Context: an optimization exercise on an open-source flow, tuned for small area. The choices shown serve that exercise and are no tape-out recipe. At most, simulation tests tie the RTL to the original design; equivalence was not proved. Power figures rest on the tool's default switching activity, not on a simulated workload.

Setup of before:
Design pcal_engine, start of the top module:
module pcal_engine (
    input  wire        clk,
    input  wire        rst,
    input  wire [7:0]  cfg_addr,
    input  wire [1:0]  cfg_forced,
    input  wire [7:0]  cfg_retries,
    input  wire        cfg_pin_hook,
    input  wire        cmd_valid,
    output wire        cmd_ready,
    input  wire [31:0] cmd_data,
    output wire        rsp_valid,
    output wire        rsp_ok,
    output wire [15:0] rsp_value,
    output wire        tr_valid,
    output wire [1:0]  tr_kind,
    output wire [6:0]  tr_dev,
    output wire [7:0]  tr_reg,
    output wire [7:0]  tr_wdata,
    input  wire        tr_done,
    input  wire        tr_ok,
    input  wire [7:0]  tr_rdata,
    output wire        evt_valid,
    output wire        evt_global,
    output wire [7:0]  evt_id,
    output wire [3:0]  evt_pin,
    output wire        evt_state,
    output wire [15:0] evt_status
);
Size in the first run: roughly 1300 cells after synthesis, about 290 flip-flops.
==> flow/config.mk <==
export PLATFORM = sky130hd
export DESIGN_NAME = pcal_engine
export DESIGN_NICKNAME = pcal_engine
export VERILOG_FILES = /design/flow/design.v
export SDC_FILE = /design/flow/constraint.sdc
export NUM_CORES = 4
export LEC_CHECK = 0
export CAP_MARGIN = 20
export CORE_MARGIN = 2
export CORE_UTILIZATION = 40
export PLACE_DENSITY = 0.6
export SLEW_MARGIN = 20
==> flow/constraint.sdc <==
create_clock -name core_clock -period 8.0 [get_ports {clk}]
set_input_delay 1.6000 -clock core_clock [delete_from_list [all_inputs] [get_ports {clk}]]
set_output_delay 1.6000 -clock core_clock [all_outputs]
set_load 0.01 [all_outputs]
standard.sh (not shown) runs the stock make flow with config.mk's settings and CLKGATE_MAP_FILE= SYNTH_SCRIPT=/design/flow/synth_recipe.tcl, a recipe that flattens the netlist after the stock synthesis.
==> flow/flow/run.sh <==
#!/bin/bash
# Own layout flow: the standard layout, with three changes.
#  - synthesis: the standard flow's synthesis script unchanged, except that the ABC call
#    uses an area-oriented script (flow/area.abc) instead of ORFS's speed
#    script; registers are mapped before ABC runs, so they are untouched.
#  - port buffers: buffer_ports uses sky130_fd_sc_hd__buf_1.
#  - CTS: no dummy loads.
set -euo pipefail
W=$(pwd)
cat > "$W/own_synth.tcl" <<TCL
proc abc {args} {
  set out {}
  set skip 0
  foreach a \$args {
    if {\$skip} { set skip 0; continue }
    if {\$a eq "-script" || \$a eq "-constr"} { set skip 1; continue }
    lappend out \$a
  }
  yosys abc -script $W/flow/area.abc {*}\$out
}
source $W/synth_recipe.tcl
TCL
sed "s#SYNTH_SCRIPT=[^ ]*synth_recipe.tcl#SYNTH_SCRIPT=$W/own_synth.tcl#" standard.sh > own_standard.sh
grep -q own_synth.tcl own_standard.sh
export BUFFER_PORTS_ARGS="-buffer_cell sky130_fd_sc_hd__buf_1"
export CTS_ARGS="-sink_clustering_enable -repair_clock_nets -dont_use_dummy_load -buf_list sky130_fd_sc_hd__clkbuf_8 -sink_clustering_size 14 -sink_clustering_max_diameter 80"
bash own_standard.sh > "$W/flow_make.log" 2>&1
==> flow/flow/area.abc <==
strash
&get -n
&fraig -x
&put
scorr
dc2
strash
&get -n
&dch -f
&nf -R 1000
&put
strash
&get -n
&dch -f
&nf -R 1000
&put
## Diff of input files: after against before
--- a/flow/design.v
+++ b/flow/design.v
@@ -178,20 +178,19 @@
     end
     wire       s_det = (state == S_DET0) || (state == S_DET1) || (state == S_DET2);
     wire       s_wr  = (state == S_LW) || (state == S_RST);
     wire [1:0] lowb  = drvmode ? s : {tl[1], s[1] | tl[0]};
     assign tr_valid = (state == S_HPIN) || (state == S_HINI) || s_det ||
                       (state == S_RST) || (s_loop && act);
     assign tr_kind  = (state == S_HPIN) ? 2'd3 : (state == S_HINI) ? 2'd2 :
                       s_wr ? 2'd1 : 2'd0;
-    wire s_idle = (state == S_IDLE), s_clr = (state == S_CLR), s_rfl = (state == S_RFL);
-    assign tr_dev   = {s_idle, !s_idle, s_list, s_clr, ab};
+    assign tr_dev   = {4'b0100, ab};
     assign tr_reg   = s_det ? {1'b0, state == S_DET1, 6'd0} :
-                      {s_rfl, t6, s_hx, (state == S_EVP), tl[3:2], s_loop ? lowb : tl[1:0]};
+                      {1'b0, t6, 2'b00, tl[3:2], s_loop ? lowb : tl[1:0]};
     wire [7:0] tmask = o_tgl ? (8'd1 << pn[2:0]) : 8'd0;
     wire       rsc   = !((tl[3:1] == 3'b010) || (tl == 4'hF));
     assign tr_wdata = (state == S_HPIN) ? {5'd0, ab} :
                       (state == S_RST)  ? {8{rsc}} : (B0 ^ tmask);
     wire hook_k = (state == S_HPIN) || (state == S_HINI);
     wire fin    = tr_valid && tr_done && (hook_k || tr_ok || s_det || (att == 8'd0));
     reg [7:0] keep;
     always @(*)
Power per cell area (higher): after. Global-route usage: before and after compared, lower one is after. In the tables for before and after, worst hold slack reads lower with after. Share of total power in combinational logic came out higher on after than on before. Relative to before, the count of clock-buffer cells in the layout measured on after has increased by a few percent. Cmp after vs before: clock network power share lower in after. From before to after the numbers moved as follows: post-synthesis cell type count went up by about 7%, first-pass iteration count of the detailed router went up by 2, power after layout went up by about 4.6%, clock network area share was more or less identical. after -> before: buffer levels on the longest clock path delta 0, exact match.
No functional check of the RTL was part of before.

[re-timing with driven ports]
No port has a modelled driver above. Below, the same layouts with a new extraction and two added sets of constraints. Step 1 (the two cells are an assumption about what drives the block):
set clk [get_ports {clk}]
set_driving_cell -lib_cell sky130_fd_sc_hd__clkbuf_16 $clk
set_driving_cell -lib_cell sky130_fd_sc_hd__buf_2 [delete_from_list [all_inputs] $clk]
Step 2 also shifts input and output timing later by t, the mid clock arrival at the registers, as if the neighbouring blocks saw the same clock. Slacks: no drivers / after step 1 / after step 2; pairs: no drivers / after step 1.
run	t (ns)	slack for setup (ns)	worst setup path at the end	slew at the worst register clock pin (ns)	cell pins on the clock port's net
before	0.628	2.326 / 2.280 / 2.908	register to output	0.11 / 0.11	1
after	0.605	2.274 / 2.226 / 2.831	register to output	0.09 / 0.09	1
After both steps every run listed still meets setup and hold.
